What follows belongs to an exercise in optimizing a design on an open flow for a short achievable clock period and few clock cycles; a production flow would make more cautious choices.
Where RTL was checked, it was by simulation tests only, not by an equivalence proof against the original.
No driver is modelled on the clock port, so clocking that relies on it looks cheaper here than on a real chip.
No activity file was given, so power comes from the tool's default toggle rates.

==> 08-15: inputs <==
## anc_encoder
module anc_encoder (
    input  wire        clk,
    input  wire        rst,
    input  wire        in_valid,
    output wire        in_ready,
    input  wire [31:0] in_data,
    input  wire [2:0]  in_nbytes,
    output reg         out_valid,
    input  wire        out_ready,
    output reg  [31:0] out_data,
    output reg         out_last
);
Settings: LEC_CHECK=0, CAP_MARGIN=20, CORE_MARGIN=2, CORE_UTILIZATION=40, SLEW_MARGIN=20; clock period 8.0 ns.
run.sh (not shown) runs the stock make flow with config.mk's settings and CLKGATE_MAP_FILE= SYNTH_SCRIPT=/design/flow/synth_recipe.tcl, a recipe that flattens the netlist after the stock synthesis.
==> inputs of 06-20, as changes to 08-15 <==
ABC_CLOCK_PERIOD_IN_PS = 2500   (was default)
SETUP_SLACK_MARGIN = 5   (was default)
TNS_END_PERCENT = 100   (was default)
==> implementation parameters <==
Parameter                              Value

Timing
  Final critical delay including setup and external delays ... 4.30 ns
  Setup WS post-layout ... between 3 and 4 ns

Clocking
  Clock buffer count from CTS ... 137

GRT
  M1 GR Usage ... 36.4%

Outcome
  Result of the run ... no timing/DRC/antenna violations

Place
  Number of instances in the placed design ... 6,793

Pwr
  Static Leakage ... 0.0240 uW

Drt
  Via-to-Cell Ratio ... 6.47
[end of results for 06-20]
==> implementation parameters <==
Parameter                              Value

Outcome
  Result of the run ... no timing/DRC/antenna violations

GRT
  M1 GR Usage ... 34.5%

Place
  Number of instances in the placed design ... 6,790

Timing
  Final critical delay including setup and external delays ... between 5 and 6 ns
  Setup WS post-layout ... 2.84 ns

Synth
  Synth area leader ... sky130_fd_sc_hd__edfxtp_1

Clocking
  Clock buffer count from CTS ... 135

Drt
  Via-to-Cell Ratio ... 6.28
[end of results for 08-15]
Testbench counts of 08-15, summed over its fixed seeds: cycles 20,709.
Testbench counts of 06-20, summed over its fixed seeds: cycles 20,709.

==> inputs of build 93 <==
Another version of the RTL of anc_encoder (not shown whole).
clock: 8.0 ns
lec_check: 0
abc_clock_period_in_ps: 2500
cap_margin: 20
core_margin: 2
core_utilization: 40
setup_slack_margin: 5
slew_margin: 20
tns_end_percent: 100
==> inputs of build 53, as changes to build 93 <==
Settings changed: CORE_UTILIZATION 40 to 65, PLACE_DENSITY from default to 0.75.
==> notes.md <==
|  | build 93 | build 53 |
|---|---|---|
| Clock network fraction of total power | 35.6% | 35.4% |
| Vias | 30400 | 31800 |
| Run status | no timing/DRC/antenna violations | no timing/DRC/antenna violations |
| Sw frac | 28.3% | 28.2% |
| Count of plain and timing-repair buffers in the layout | 187 | 173 |
| Number of DRC markers in iteration 0 | 3409 | 4295 |
| Met3 Routed Length | 12400 um | 16800 um |
| DRT Wirelength | 128000 um | 130000 um |
| Placer's final routability congestion estimate | 0.850 | 0.923 |
| Area Growth Syn to Fin | 14.4% | 12.5% |
| Effective utilization at floorplan | 40.3% | 65.8% |
| Number of placement rows | 118 | 92 |
| Worst hold path endpoint | d_slots[44]$_DFF_P_ | d_slots[28]$_DFF_P_ |
| Sequential power | 5.70 mW | 5.75 mW |
| Wire length per cell | 24.6 um | 28.0 um |
| Final cell utilization of the core | 46.1% | 74.1% |
| Post-route setup slack | 4.34 ns | 4.23 ns |
| Antenna violations before repair | 3 | 5 |
| Area occupied by multi-input gates | 0.0167 sq mm | 0.0167 sq mm |
| Final total power | 12.3 mW | 12.2 mW |
| Clock network power | 4.38 mW | 4.32 mW |
Function was not checked in any run of this note: the RTL went through the layout flow alone.

==> fjord: inputs <==
anc_encoder, a different RTL version from the one above (not shown whole).
clock: 8.0 ns
lec_check: 0
abc_clock_period_in_ps: 2500
cap_margin: 20
core_margin: 2
core_utilization: 65
place_density: 0.75
setup_slack_margin: 5
slew_margin: 20
tns_end_percent: 100
standard.sh (not shown) runs the stock make flow with config.mk's settings and CLKGATE_MAP_FILE= SYNTH_SCRIPT=/design/flow/synth_recipe.tcl, a recipe that flattens the netlist after the stock synthesis.
==> flow/flow/run.sh <==
#!/bin/bash
set -euo pipefail
cd "$(dirname "$0")/.."
bash standard.sh SETUP_SLACK_MARGIN=5.5 finish > standard_make.log 2>&1
==> inputs of yarrow, as changes to fjord <==
--- a/flow/design.v
+++ b/flow/design.v
@@ -8,11 +8,11 @@
     output reg         out_valid,
     input  wire        out_ready,
     output reg  [31:0] out_data,
     output reg         out_last
 );
-    localparam integer QN = 12;           
+    localparam integer QN = 10;           
     localparam integer RW = 5;            
     function [9:0] sym;
         input [7:0] b;
         begin
             sym = {^b, ~^b, b};
@@ -41,10 +41,14 @@
                     pp[k] = pp[k] & pp[k - d];
                 end
             add9 = p ^ {gg[7:0], 1'b0};
         end
     endfunction
+    reg rst_r;
+    always @(posedge clk)
+        rst_r <= rst;
+    wire rst_i = rst_r;
     reg        in_rdy_r;
     reg        hv, tv;
     reg [34:0] hq, tq;                    
     wire       issue;
     wire       push = in_valid && in_rdy_r;
@@ -54,10 +58,14 @@
     wire hq_hold = !hq_ldt && !hq_ldi;
     always @(posedge clk) begin
         if (rst) begin
             hv       <= 1'b0;
             tv       <= 1'b0;
+            in_rdy_r <= 1'b0;
+        end else if (rst_i) begin
+            hv       <= 1'b0;
+            tv       <= 1'b0;
             in_rdy_r <= 1'b1;
         end else begin
             if (tv) begin
                 if (issue) begin
                     tv       <= 1'b0;
@@ -84,14 +92,14 @@
     reg  [7:0] msg_left;
     reg        last_msg;                  
     reg  [7:0] udw_left;
     reg  [4:0] po;                        
     reg  [RW-1:0] reserved;               
-    reg           ok3, ok6;               
+    reg  [3:0]    okk;                    
     reg           a_v;
     reg  [1:0]    a_c;
-    assign issue = hv && (a_v ? ok6 : ok3);
+    assign issue = hv && okk[a_v ? a_c : 2'd0];
     wire [31:0] hd  = hq[31:0];
     wire [2:0]  hnb = (hq[33:32] == 2'd0) ? 3'd4 : {1'b0, hq[33:32]};
     reg  [4:1]  ule;
     reg         ul_end;
     always @(*) begin
@@ -202,11 +210,11 @@
             msg_left_nx = msg_left - 8'd1;
             last_msg_nx = (msg_left == 8'd2);
         end
     end
     always @(posedge clk) begin
-        if (rst)
+        if (rst_i)
             pst <= P_PHDR;
         else if (issue)
             pst <= pst_nx;
         if (issue) begin
             msg_left <= msg_left_nx;
@@ -220,11 +228,11 @@
     reg [2:0]  a_nsym;
     reg        a_pb;
     reg [4:0]  a_o;
     reg [31:0] a_d;
     always @(posedge clk) begin
-        a_v    <= !rst && issue;
+        a_v    <= !rst_i && issue;
         a_word <= p_word;
         a_ids  <= p_ids;
         a_end  <= p_end;
         a_last <= p_last;
         a_nsym <= p_nsym;
@@ -267,11 +275,11 @@
     reg [4:0]  b_o, b_csel;
     reg [49:0] b_slots;
     reg [8:0]  b_ts, b_tc;
     reg [8:0]  rs, rc;                    
     always @(posedge clk) begin
-        b_v     <= !rst && a_v;
+        b_v     <= !rst_i && a_v;
         b_word  <= a_word;
         b_ids   <= a_ids;
         b_last  <= a_last;
         b_c     <= a_c;
         b_o     <= a_o;
@@ -292,11 +300,11 @@
     always @(posedge clk) begin
         if (b_v && !b_word) begin
             rs <= b_u2[17:9];
             rc <= b_u2[8:0];
         end
-        c_v     <= !rst && b_v;
+        c_v     <= !rst_i && b_v;
         c_last  <= b_last;
         c_c     <= b_c;
         c_o     <= b_o;
         c_csel  <= b_csel;
         c_slots <= b_slots;
@@ -313,11 +321,11 @@
     reg        d_v, d_last;
     reg [1:0]  d_c;
     reg [4:0]  d_o;
     reg [49:0] d_chunk;
     always @(posedge clk) begin
-        d_v     <= !rst && c_v;
+        d_v     <= !rst_i && c_v;
         d_last  <= c_last;
         d_c     <= c_c;
         d_o     <= c_o;
         d_chunk <= c_chunk;
     end
@@ -337,19 +345,19 @@
             2'd2:    wr_nx = {wr[QN-3:0], wr[QN-1:QN-2]};
             default: wr_nx = {wr[QN-4:0], wr[QN-1:QN-3]};
         endcase
     end
     always @(posedge clk) begin
-        e_v     <= !rst && d_v;
+        e_v     <= !rst_i && d_v;
         e_last  <= d_last;
         e_c     <= d_c;
-        e_n     <= (!rst && d_v) ? d_c : 2'd0;
+        e_n     <= (!rst_i && d_v) ? d_c : 2'd0;
         e_first <= (d_o == 5'd0);
         e_w0    <= d_sh[79:48];
         e_w1    <= d_sh[47:16];
         e_w2    <= {d_sh[15:0], 16'd0};
-        if (rst) begin
+        if (rst_i) begin
             wr   <= {{(QN-1){1'b0}}, 1'b1};
             e_s0 <= {QN{1'b0}};
             e_s1 <= {QN{1'b0}};
             e_s2 <= {QN{1'b0}};
         end else begin
@@ -406,42 +414,50 @@
                 default: begin q_nx = qcnt + 2'd3; qne_nx = 1'b1; end
             endcase
     end
     wire [1:0]    r_add = a_v ? a_c : 2'd0;
     reg  [RW-1:0] r_nx;
-    reg           ok3_nx, ok6_nx;
+    reg  [2:0]    r_d;                    
+    reg  [3:0]    okk_nx;
+    integer k;
     always @(*) begin
         if (pop)
             case (r_add)
-                2'd0:    begin r_nx = reserved - 1'b1; ok3_nx = (reserved <= QN - 2); ok6_nx = (reserved <= QN - 5); end
-                2'd1:    begin r_nx = reserved;        ok3_nx = (reserved <= QN - 3); ok6_nx = (reserved <= QN - 6); end
-                2'd2:    begin r_nx = reserved + 2'd1; ok3_nx = (reserved <= QN - 4); ok6_nx = (reserved <= QN - 7); end
-                default: begin r_nx = reserved + 2'd2; ok3_nx = (reserved <= QN - 5); ok6_nx = (reserved <= QN - 8); end
+                2'd0:    begin r_nx = reserved - 1'b1; r_d = 3'd0; end
+                2'd1:    begin r_nx = reserved;        r_d = 3'd1; end
+                2'd2:    begin r_nx = reserved + 2'd1; r_d = 3'd2; end
+                default: begin r_nx = reserved + 2'd2; r_d = 3'd3; end
             endcase
         else
             case (r_add)
-                2'd0:    begin r_nx = reserved;        ok3_nx = (reserved <= QN - 3); ok6_nx = (reserved <= QN - 6); end
-                2'd1:    begin r_nx = reserved + 2'd1; ok3_nx = (reserved <= QN - 4); ok6_nx = (reserved <= QN - 7); end
-                2'd2:    begin r_nx = reserved + 2'd2; ok3_nx = (reserved <= QN - 5); ok6_nx = (reserved <= QN - 8); end
-                default: begin r_nx = reserved + 2'd3; ok3_nx = (reserved <= QN - 6); ok6_nx = (reserved <= QN - 9); end
+                2'd0:    begin r_nx = reserved;        r_d = 3'd1; end
+                2'd1:    begin r_nx = reserved + 2'd1; r_d = 3'd2; end
+                2'd2:    begin r_nx = reserved + 2'd2; r_d = 3'd3; end
+                default: begin r_nx = reserved + 2'd3; r_d = 3'd4; end
+            endcase
+        for (k = 0; k < 4; k = k + 1)
+            case (r_d)
+                3'd0:    okk_nx[k] = (reserved <= QN - 2 - k);
+                3'd1:    okk_nx[k] = (reserved <= QN - 3 - k);
+                3'd2:    okk_nx[k] = (reserved <= QN - 4 - k);
+                3'd3:    okk_nx[k] = (reserved <= QN - 5 - k);
+                default: okk_nx[k] = (reserved <= QN - 6 - k);
             endcase
     end
     always @(posedge clk) begin
-        if (rst) begin
+        if (rst_i) begin
             rd       <= {{(QN-1){1'b0}}, 1'b1};
             qcnt     <= {RW{1'b0}};
             qne      <= 1'b0;
             reserved <= {RW{1'b0}};
-            ok3      <= 1'b1;
-            ok6      <= 1'b1;
+            okk      <= 4'hf;
         end else begin
             if (pop) rd <= {rd[QN-2:0], rd[QN-1]};
             qcnt     <= q_nx;
             qne      <= qne_nx;
             reserved <= r_nx;
-            ok3      <= ok3_nx;
-            ok6      <= ok6_nx;
+            okk      <= okk_nx;
         end
     end
     reg [32:0] qh;
     always @(*) begin
         qh = 33'd0;
@@ -452,11 +468,11 @@
     wire        o_free = !out_valid || out_ready;
     wire        o_hold = !o_free;
     wire        o_ldsd = o_free && sv;
     wire        o_ldq  = o_free && !sv;
     always @(posedge clk) begin
-        if (rst) begin
+        if (rst || rst_i) begin
             out_valid <= 1'b0;
             sv        <= 1'b0;
         end else if (o_free) begin
             out_valid <= sv || pop;
             sv        <= 1'b0;
==> flow/flow/run.sh (replaced) <==
#!/bin/bash
set -euo pipefail
cd "$(dirname "$0")/.."
export CTS_ARGS="-sink_clustering_enable -repair_clock_nets -sink_clustering_size 24 -sink_clustering_max_diameter 100"
export POST_CTS_TCL="$PWD/flow/post_cts.tcl"
bash standard.sh SETUP_SLACK_MARGIN=5.8 "CTS_ARGS=$CTS_ARGS" "POST_CTS_TCL=$POST_CTS_TCL" finish > standard_make.log 2>&1
==> flow/flow/post_cts.tcl (new file) <==
set block [ord::get_db_block]
set clk_net [$block findNet clk]
set roots {}
foreach it [$clk_net getITerms] {
  lappend roots [$it getInst]
}
if {[llength $roots] == 1} {
  set root [lindex $roots 0]
  set out_net ""
  foreach it [$root getITerms] {
    if {[$it isOutputSignal]} { set out_net [$it getNet] }
  }
  if {$out_net ne ""} {
    set sinks {}
    foreach it [$out_net getITerms] {
      if {[$it isInputSignal]} { lappend sinks $it }
    }
    if {[llength $sinks] <= 4 && [llength $sinks] > 0} {
      puts "post_cts: removing root clock buffer [$root getName], port now drives [llength $sinks] buffers"
      foreach it $sinks {
        $it disconnect
        $it connect $clk_net
      }
      foreach it [$root getITerms] { $it disconnect }
      odb::dbInst_destroy $root
      odb::dbNet_destroy $out_net
      estimate_parasitics -placement
      report_checks -path_delay max -format end -group_path_count 5
    } else {
      puts "post_cts: root buffer drives [llength $sinks] sinks, kept"
    }
  }
}
==> notes.md <==
* Die Wd at 270.9 um
* Yosys cell types at 71
* Top routing layer used: met4
* Top FF cell, synth: edfxtp_1
* Combined area of the multi-input logic cells at 0.01855 mm2
* Rows at 97
* Crit path to: out_last
* Slew margin rel. at 29.97%
* DR WL/cell at 24.59 um
* GRT Overall Usage at 35.47%
* Min-Delay Endpoint: c_slots[16]
* Clk root buf: clkbuf_16
* # fillers at 4888
* Wl on met1 at 48.49 mm
* Max reg flops at 396
* Tcrit/Tclk final at 34.09%
* Reg2Reg Capture Point: out_data[31]
* Status: no timing/DRC/antenna violations
That was fjord.
==> notes.md <==
* Top routing layer used: met5
* Die Wd at 260.2 um
* Min-Delay Endpoint: c_o[4]
* Crit path to: out_data[14]
* Status: no timing/DRC/antenna violations
* Wl on met1 at 43.52 mm
* # fillers at 4802
* GRT Overall Usage at 33.01%
* Combined area of the multi-input logic cells at 0.01762 mm2
* Reg2Reg Capture Point: out_data[17]
* DR WL/cell at 23.38 um
* Rows at 93
* Total Wirelength at 114.1 mm
* Regs by FF count: q x330, d_chunk x50
* Top FF cell, synth: dfxtp_1
* Share of cells above drive strength 1 at 9.945%
* Yosys cell types at 69
That was yarrow.
Testbench counts of fjord, summed over its fixed seeds: cycles 20,709.
Testbench counts of yarrow, summed over its fixed seeds: cycles 20,717.

-- what the ideal ports hide --
No port has a modelled driver above. Below, the same layouts with a new extraction and two added sets of constraints. Step 1: set_driving_cell puts a clkbuf_16 on clk and a buf_2 on each other input, an assumption about the parent block. Step 2 also shifts input and output timing later by t, the mid clock arrival at the registers, as if the neighbouring blocks saw the same clock. Slacks: ideal / step 1 / step 2; pairs: ideal / step 1.
| run | t, ns | setup WS [ns] | worst setup path after step 2 |
|---|---|---|---|
| 08-15 | 0.855 | 2.836 / 2.836 / 2.836 | register to register |
| 06-20 | 0.861 | 3.702 / 3.702 / 3.702 | register to register |
| build 93 | 0.731 | 4.345 / 4.345 / 4.345 | register to register |
| build 53 | 0.720 | 4.234 / 4.234 / 4.234 | register to register |
| fjord | 0.724 | 5.273 / 5.208 / 4.971 | input to register |
| yarrow | 0.541 | 5.482 / 5.355 / 5.398 | input to register |
After both steps setup and hold are still met in every run listed. For fjord, which loses most, drivers alone change the setup slack by -0.065 ns; drivers and shift together by -0.302 ns.
